Background: an optimization exercise with open tools, aiming at small area. Do not read the settings as production practice. Only the layout flow was run in this run; the RTL was not checked for function there. Power is estimated from default activity; no workload was simulated.

## flow/config.mk

```make
export PLATFORM = sky130hd
export DESIGN_NAME = slip_rom_link
export DESIGN_NICKNAME = slip_rom_link
export VERILOG_FILES = /design/flow/design.v
export SDC_FILE = /design/flow/constraint.sdc
export NUM_CORES = 4
export LEC_CHECK = 0
export CAP_MARGIN = 20
export CORE_MARGIN = 2
export CORE_UTILIZATION = 40
export PLACE_DENSITY = 0.6
export SLEW_MARGIN = 20
```

## flow/constraint.sdc

```tcl
create_clock -name core_clock -period 10.0 [get_ports {clk}]
set_input_delay 2.0000 -clock core_clock [delete_from_list [all_inputs] [get_ports {clk}]]
set_output_delay 2.0000 -clock core_clock [all_outputs]
set_load 0.01 [all_outputs]
```

## flow/design.v

```verilog
module slip_deframer (
    input  wire        clk,
    input  wire        rst,
    input  wire        rx_valid,
    input  wire [7:0]  rx_data,
    output wire        frame_done,    
    output wire        short_pkt,     
    output wire        short_val,     
    output wire        p1_ok,         
    output wire [1:0]  p1_kind,       
    output reg  [7:0]  p2,            
    output reg  [31:0] value,         
    output wire        bad_esc,       
    output wire        ovf            
);
    reg [7:0] len;
    reg       esc;
    reg       p0_ok;
    reg [2:0] p1c;
    wire idle  = (len == 8'd0);
    wire is_c0 = (rx_data == 8'hC0);
    wire is_db = (rx_data == 8'hDB);
    wire is_dc = (rx_data == 8'hDC);
    wire is_dd = (rx_data == 8'hDD);
    wire in_frame = rx_valid && !idle && !esc;
    wire in_esc   = rx_valid && !idle && esc;
    wire do_end   = in_frame && is_c0 && (len != 8'd1);
    wire do_bad   = in_esc && !(is_dc || is_dd);
    wire do_app   = (in_frame && !is_db && !(is_c0 && len == 8'd1)) ||
                    (in_esc && (is_dc || is_dd));
    wire full     = len[7];
    wire store    = do_app && !full;
    wire [7:0] app_byte = esc ? {2'b11, 1'b0, rx_data[0], rx_data[0], 1'b0,
                                 rx_data[0], rx_data[0]} : rx_data;
    always @(posedge clk) begin
        if (rst) begin
            len <= 8'd0;
        end else if (rx_valid) begin
            if (idle) begin
                if (is_c0)
                    len <= 8'd1;
            end else if (do_end || do_bad) begin
                len <= 8'd0;
            end else if (store) begin
                len <= len + 8'd1;
            end
        end
    end
    always @(posedge clk) begin
        if (rx_valid)
            esc <= !idle && !esc && is_db;
    end
    always @(posedge clk) begin
        if (store && len == 8'd1)
            p0_ok <= (app_byte == 8'h01);
        if (store && len == 8'd2) begin
            p1c[2] <= (app_byte == 8'h08) || (app_byte == 8'h0A) ||
                      (app_byte == 8'h02) || (app_byte == 8'h04);
            p1c[1] <= !app_byte[3];
            p1c[0] <= app_byte[2] || (app_byte[3] && app_byte[1]);
        end
        if (store && len == 8'd3)
            p2 <= app_byte;
        if (store && len[7:2] == 6'd1 && len[1:0] != 2'd0 || store && len == 8'd8)
            value <= {app_byte, value[31:8]};
    end
    assign frame_done = do_end;
    assign short_pkt  = (len < 8'd4) || !p0_ok;
    assign short_val  = (len < 8'd9);
    assign p1_ok      = p1c[2];
    assign p1_kind    = p1c[1:0];
    assign bad_esc    = do_bad;
    assign ovf        = do_app && full;
endmodule
module rom_req_tx (
    input  wire        clk,
    input  wire        rst,
    input  wire        start,
    input  wire [1:0]  kind,          
    input  wire [31:0] arg0,
    input  wire [31:0] arg1,
    output wire        busy,
    output wire        tx_valid,
    output reg  [7:0]  tx_data,
    input  wire        tx_ready
);
    reg [5:0] pos;
    reg       esc2;
    assign busy     = (pos != 6'd0);
    assign tx_valid = busy;
    wire [22:0] nblk = {1'b0, arg0[31:10]} + {22'd0, (arg0[9:0] != 10'd0)};
    function [7:0] be_byte;
        input [31:0] w;
        input [1:0]  i;
        begin
            case (i)
                2'd0: be_byte = w[31:24];
                2'd1: be_byte = w[23:16];
                2'd2: be_byte = w[15:8];
                default: be_byte = w[7:0];
            endcase
        end
    endfunction
    reg [7:0] pbyte;
    always @(*) begin
        pbyte = 8'h00;
        if (pos[5:3] == 3'b001) begin
            case (pos[2:0])
                3'd1: pbyte = {4'h0, ~kind[1], kind[1] & kind[0],
                               kind[1] ^ kind[0], 1'b0};
                3'd2: pbyte = (kind == 2'd0) ? 8'h24 : (kind == 2'd2) ? 8'h10 : 8'h04;
                default: pbyte = 8'h00;
            endcase
        end else if (pos[5:4] == 2'b01) begin
            case (kind)
                2'd0: pbyte = (pos[3:2] != 2'd0) ? 8'h55 :
                              be_byte(32'h0707_1220, pos[1:0]);
                2'd1: pbyte = be_byte(arg0, pos[1:0]);
                2'd2: case (pos[3:2])
                          2'd0: pbyte = be_byte(arg0, pos[1:0]);
                          2'd1: pbyte = be_byte({9'd0, nblk}, pos[1:0]);
                          2'd2: pbyte = be_byte(32'h0000_0400, pos[1:0]);
                          default: pbyte = be_byte(arg1, pos[1:0]);
                      endcase
                default: pbyte = 8'h00;
            endcase
        end else begin
            pbyte = 8'h55;
        end
    end
    wire special = (pbyte == 8'hC0) || (pbyte == 8'hDB);
    wire delim   = (pos[5:1] == 5'd3);    
    reg last;
    always @(*) begin
        case (kind)
            2'd0:    last = (pos == 6'd51);
            2'd2:    last = (pos == 6'd31);
            default: last = (pos == 6'd19);
        endcase
    end
    always @(*) begin
        if (delim)
            tx_data = 8'hC0;
        else if (esc2)
            tx_data = {7'b1101110, pbyte[0]};
        else if (special)
            tx_data = 8'hDB;
        else
            tx_data = pbyte;
    end
    always @(posedge clk) begin
        if (rst) begin
            pos <= 6'd0;
        end else if (start) begin
            pos <= 6'd7;
        end else if (busy && tx_ready) begin
            if (pos == 6'd6)
                pos <= 6'd0;
            else if (pos == 6'd7)
                pos <= 6'd8;
            else if (esc2 || !special) begin
                if (last)
                    pos <= 6'd6;
                else
                    pos <= pos + 6'd1;
            end
        end
    end
    always @(posedge clk) begin
        if (start)
            esc2 <= 1'b0;
        else if (busy && tx_ready && !delim)
            esc2 <= !esc2 && special;
    end
endmodule
module slip_rom_link (
    input  wire        clk,
    input  wire        rst,
    input  wire        req_valid,
    output wire        req_ready,
    input  wire [1:0]  req_kind,      
    input  wire [31:0] req_arg0,
    input  wire [31:0] req_arg1,
    input  wire        cancel,        
    output wire        tx_valid,
    output wire [7:0]  tx_data,
    input  wire        tx_ready,
    input  wire        rx_valid,
    input  wire [7:0]  rx_data,
    output reg         cpl_valid,
    output wire [4:0]  cpl_code,
    output wire [7:0]  cpl_op,
    output wire [7:0]  cpl_status,
    output wire [31:0] cpl_value,
    output reg  [3:0]  diag,
    input  wire        diag_clr
);
    reg        pend_await;
    reg [1:0]  kind;           
    reg [31:0] arg0, arg1;
    wire tx_busy;
    assign req_ready = !pend_await && !tx_busy;
    wire accept = req_valid && req_ready;
    always @(posedge clk) begin
        if (accept) begin
            kind <= req_kind;
            arg0 <= req_arg0;
            arg1 <= req_arg1;
        end
    end
    rom_req_tx u_tx (
        .clk      (clk),
        .rst      (rst),
        .start    (accept),
        .kind     (kind),
        .arg0     (arg0),
        .arg1     (arg1),
        .busy     (tx_busy),
        .tx_valid (tx_valid),
        .tx_data  (tx_data),
        .tx_ready (tx_ready)
    );
    assign cpl_op = {4'h0, ~kind[1], kind[1] & kind[0], kind[1] ^ kind[0], 1'b0};
    wire        frame_done, short_pkt, short_val, p1_ok, bad_esc, ovf;
    wire [1:0]  p1_kind;
    wire [7:0]  p2;
    wire [31:0] pvalue;
    slip_deframer u_rx (
        .clk        (clk),
        .rst        (rst),
        .rx_valid   (rx_valid),
        .rx_data    (rx_data),
        .frame_done (frame_done),
        .short_pkt  (short_pkt),
        .short_val  (short_val),
        .p1_ok      (p1_ok),
        .p1_kind    (p1_kind),
        .p2         (p2),
        .value      (pvalue),
        .bad_esc    (bad_esc),
        .ovf        (ovf)
    );
    wire match     = p1_ok && (p1_kind == kind);
    wire is_read   = (kind == 2'd1);
    wire st_fail   = (p2 != 8'h00);
    wire good      = frame_done && !short_pkt && pend_await && match;
    wire set_proto = (frame_done && short_pkt) || (good && !st_fail && is_read && short_val);
    wire set_late  = frame_done && !short_pkt && !(pend_await && match);
    wire wire_fire = pend_await && (bad_esc || (frame_done && short_pkt) || good);
    wire c_fire    = wire_fire || (cancel && pend_await);
    wire ok        = good && !st_fail && !(is_read && short_val);
    reg cf, c1, c0;
    always @(posedge clk) begin
        cf <= !ok;
        c1 <= !wire_fire || bad_esc;
        c0 <= !wire_fire || (!bad_esc && set_proto);
    end
    assign cpl_code   = {cf, 2'b00, c1, c0};
    assign cpl_status = p2 & {8{cf & ~c1 & ~c0}};
    assign cpl_value  = pvalue & {32{~cf & is_read}};
    always @(posedge clk) begin
        if (rst) begin
            pend_await <= 1'b0;
            cpl_valid  <= 1'b0;
            diag       <= 4'b0000;
        end else begin
            if (accept)
                pend_await <= 1'b1;
            else if (c_fire)
                pend_await <= 1'b0;
            cpl_valid <= c_fire;
            diag <= (diag & {4{~diag_clr}}) | {set_late, set_proto, bad_esc, ovf};
        end
    end
endmodule
```

## flow/run.sh

```bash
#!/bin/bash
# synth_recipe.tcl (not shown) runs the flow's synth.tcl, then flattens the netlist and writes it again
# the make line also repeats each setting of config.mk as NAME=value (left out here)
make -C /OpenROAD-flow-scripts/flow DESIGN_CONFIG=/design/flow/config.mk WORK_HOME=/design/flow/orfs CLKGATE_MAP_FILE= SYNTH_SCRIPT=/design/flow/synth_recipe.tcl finish
```

==> notes.md <==
The cts-stage hold buffer count is 0. Derived from the worst setup path, the maximum achievable clock frequency is 146.5 MHz. STA classifies the critical path startpoint as a flop. The clock transition at the registers of the reported paths works out to 0.06 ns. Entering global routing, the biggest net connects 43 pins.

The cell chosen for the clock root is clkbuf_16. The run gives 73 as the distinct cell type count after synthesis. For this design the static power due to leakage is 3.195 nW.

The first detailed-routing pass took 7 iterations. In this run the cell area of the synthesized design comes to 7139 um2. The tool flagged a number of max-cap violations equal to 0.

Detailed placement finished with a half-perimeter wire length of 14.95 mm. At the end of the flow, the number of nets in the layout was 897. The logs give 676 for the post-synthesis instance total and 0 for the number of hold violations in the final report. After layout, the worst setup slack is 3.173 ns. The share of cells above drive strength 1 is 6.535%. The run gives 0 as the number of antenna violations at the first check in global routing. The row count was 48.

The die area is 18930 um2. Buffers placed on the I/O ports in this run total 141. Global routing used 22.20% of the available tracks across all layers. Yosys attributes the largest share of cell area to edfxtp_1, dfxtp_1, and2_1. The layout overhead on the synthesized area was 29.79%; the iteration-0 DRC count of the detailed router was 708.

Critical register-to-register path endpoint: u_tx.pos[2]. The type of the worst min-delay path was reg -> reg. The path with the worst hold slack has its endpoint at u_rx.value[23]. The total clock sinks came out at 135. After detailed routing, the average wire length per cell comes to 19.70 um. Counting I/O delays and the setup requirement, the final critical path takes 6.827 ns.

The maximum vdd drop is 0.1218 mV, and the total of warnings raised by yosys is 3. The tools report the via total after detailed routing as 5923. Most frequently used flop master after synthesis: edfxtp_1. The run gives 20.41 mm as the total wire length. In this run the vertical extent of the chip is 137.6 um. The first global-routing pass estimated 31.53 mm of wire. The count of filler cells inserted in the layout is 1522, and the worst-case reg-to-reg path depth is 11.

The largest total area in the synthesized netlist belongs to edfxtp_1. The sequential area share after synthesis was 53.42%; the number of flops mapped to enable cells by yosys was 111. At the worst endpoint, the arrival time is 4.83 ns. The placeable core region was 17360 um2. The H-tree level count is 4, and the post-CTS setup repair buffer count is 0. In the final layout, the multi-input gates occupy 3057 um2.

The final critical path takes up 68.27% of the cycle. The peak fanout along the critical path works out to 39. STA puts the critical path data required time at 8.00 ns. TritonCTS built the clock tree. The run gives 9266 um2 as the finished layout cell area. For this configuration, the core starts out at a cell density of 41.13%. Once the clock tree was built, the resizer swapped 0 gates to a different size.

The post-synthesis average cell area works out to 10.56 um2. The fraction of synthesized cell area taken by the top area cell type works out to 46.69%. Critical path capture point type: an output port. The overall power of the completed layout is 0.002008 W. The slew at the pin closest to its max-slew limit came out at 0.8772 ns.

The clock skew was 0.009462 ns. The launch instance of the worst register-to-register path was u_tx.pos[0]. Clock latency on the worst-skew pair, taken at its later pin, is 0.42 ns.

The run finished with no timing, DRC or antenna violations. For this design the ratio of total power to cell area is 216.7 nW/um2. The total negative slack for setup checks came out at 0 ns.

Setup repair after global routing left no endpoint under its margin. Once placement finished, the instance area stood at 8683 um2. The number of global-route vias before repair was 5578; the max-slew violation count was 0. The library cell used most frequently in the layout, excluding fill and tap cells, is clkdlybuf4s50_1. The startpoint of the most critical hold path is u_rx.value[31].

In this run, CTS created clock tree buffers numbering 17. The run gives 41.52% as the relative slew slack. The routability congestion estimate is 0.9197. 0 antenna diodes ended up in the layout. In the synthesized netlist the async set-or-reset flop fraction comes to 0%.

The maximum root-to-sink buffer count came out at 2. The total overflow left after global routing is 0. For flop-to-flop paths, the worst setup slack is 5.65 ns.

In this run the horizontal extent of the chip is 137.6 um. After detailed routing, the number of vias per cell comes to 5.717. The sequential cell area came out at 3814 um2. Number of cells on the worst hold path: 0. The setup violation total in the final timing report was 0.

In the layout the commonest cells are clkdlybuf4s50_1, edfxtp_1, and2_1. The worst-case setup slack after placement was 3.710 ns. Pin placement for this block handled 149 I/O pins. The flop and latch count out of synthesis was 135. The class of the most critical setup path is reg -> out. The count of nets left with antenna violations once routing finished came out at 0. After detailed routing, the number of remaining DRC violations is 0.
-- power by group --
| group | internal [W] | switching, W | leakage (nW) |
|---|---|---|---|
| clock | 0.000389 | 0.000234 | 0.278 |
| combinational | 0.000214 | 0.000366 | 1.70 |
| sequential | 0.000720 | 0.0000850 | 1.21 |
| total | 0.00132 | 0.000685 | 3.20 |
-- synth_stat cells (all sizes together) (3+ instances only) --
cell,count
dfxtp,24
and2,51
or3,4
o31ai,4
nand3,18
clkbuf,33
nand2,45
or4,10
nor4,9
a221oi,6
xnor2,9
nor2,37
a21oi,43
xor2,6
a211oi,7
o211ai,4
nor4b,3
buf,15
a222oi,15
ha,16
or2,5
nor3,14
nand2b,14
and3,11
edfxtp,111
or4b,4
nor3b,6
o2111ai,3
a21o,5
o21ai,43
a31oi,11
nor2b,16
and4,3
nand4b,4
inv,20
nand4,12
-- per-layer routing --
metal	wire length, um	vias to the layer above	track usage [%]
li1	-	2792	-
met1	9094	2784	31.96
met2	9116	312	33.17
met3	1831	35	5.408
met4	369	0	6.472
met5	0	-	0
-- stage by stage --
| stage | util (%) | hold WS [ns] | cells |
|---|---|---|---|
| after CTS | 53.39 | 0.4411 | 1036 |
| after floorplan | - | 0.4174 | 682 |
| after global routing | 53.39 | 0.4464 | 1036 |
| final | 53.39 | 0.4380 | 1036 |
| after detailed placement | 50.03 | 0.4272 | 1006 |
| after global placement | 50.03 | 0.4237 | 1006 |
-- how the worst max path moves through the flow --
stage | startpoint | endpoint | cells after the start | slack (ns)
final | u_tx.pos[0] | tx_data[0] | 11 | 3.17
after global routing | u_tx.pos[0] | tx_data[5] | 12 | 2.96
after CTS | arg0[4] | tx_data[5] | 14 | 3.25
after detailed placement | arg0[4] | tx_data[5] | 14 | 3.71
after global placement | u_tx.pos[0] | tx_data[0] | 11 | 3.69
after floorplan | rx_data[6] | u_rx.value[0] | 6 | 4.45
-- cell families (layout without fill, tap and decap cells) --
logic type	after synthesis	in the layout	synth area share, %
buffers and inverters	68	197	4.153
other	1	7	0.05253
flip-flops	135	135	53.42
AO/OA/AOI/OAI	167	167	15.79
multiplexers	3	3	0.4381
XOR/XNOR	15	15	1.840
AND/OR/NAND/NOR	271	271	21.50
adder cells (fa/ha/maj)	16	16	2.804
-- layout make-up --
cell class	count	area share [%]
Tap cell	225	3.038
Timing Repair Buffer	147	15.72
Clock inverter	12	1.661
Inverter	20	0.8102
Multi-Input combinational cell	479	32.99
Clock buffer	18	4.631
Sequential cell	135	41.16
-- worst max-delay path, cell delays in order (launching register included) --
cell and delay [ns]:
dfxtp_1 0.38, ha_1 0.23, buf_4 0.26, inv_1 0.64, a21oi_1 0.21, a221oi_1 0.63, a21o_1 0.26, a31oi_1 0.09
or4b_1 0.61, a211o_1 0.35, a21oi_1 0.17, clkdlybuf4s50_1 0.55
-- flip-flops by register name, summed over array words and instances, names as in the netlist --
name and cells:
kind 2, u_rx.value 32, arg0 32, cpl_valid 1
u_rx.esc 1, diag 4, pend_await 1, u_tx.pos 6
u_rx.p2 8, arg1 32, c0 1, c1 1
u_rx.p1c 3, u_rx.len 8, u_tx.esc2 1, u_rx.p0_ok 1
cf 1

==> what the ideal ports hide <==
No port has a modelled driver above. Below, the same layout with a new extraction and two added sets of constraints. Step 1 assumes that a clkbuf_16 drives the clock port and a buf_2 every other input. Step 2, shift: input delay + t, output delay - t, t = (earliest + latest rising clock arrival at the registers) / 2. This alone moves slack from input paths to output paths. Three values: ideal, step 1, step 2; two values: the first two.
t, ns: 0.453
slack for setup (ns): 3.173 / 3.133 / 3.585
hold slack, ns: 0.438 / 0.438 / 0.438
pins driven straight from the clock port: 1
After both steps setup and hold are still met in this run. The setup slack of this run moves by -0.040 ns with the drivers and by +0.412 ns with both steps.
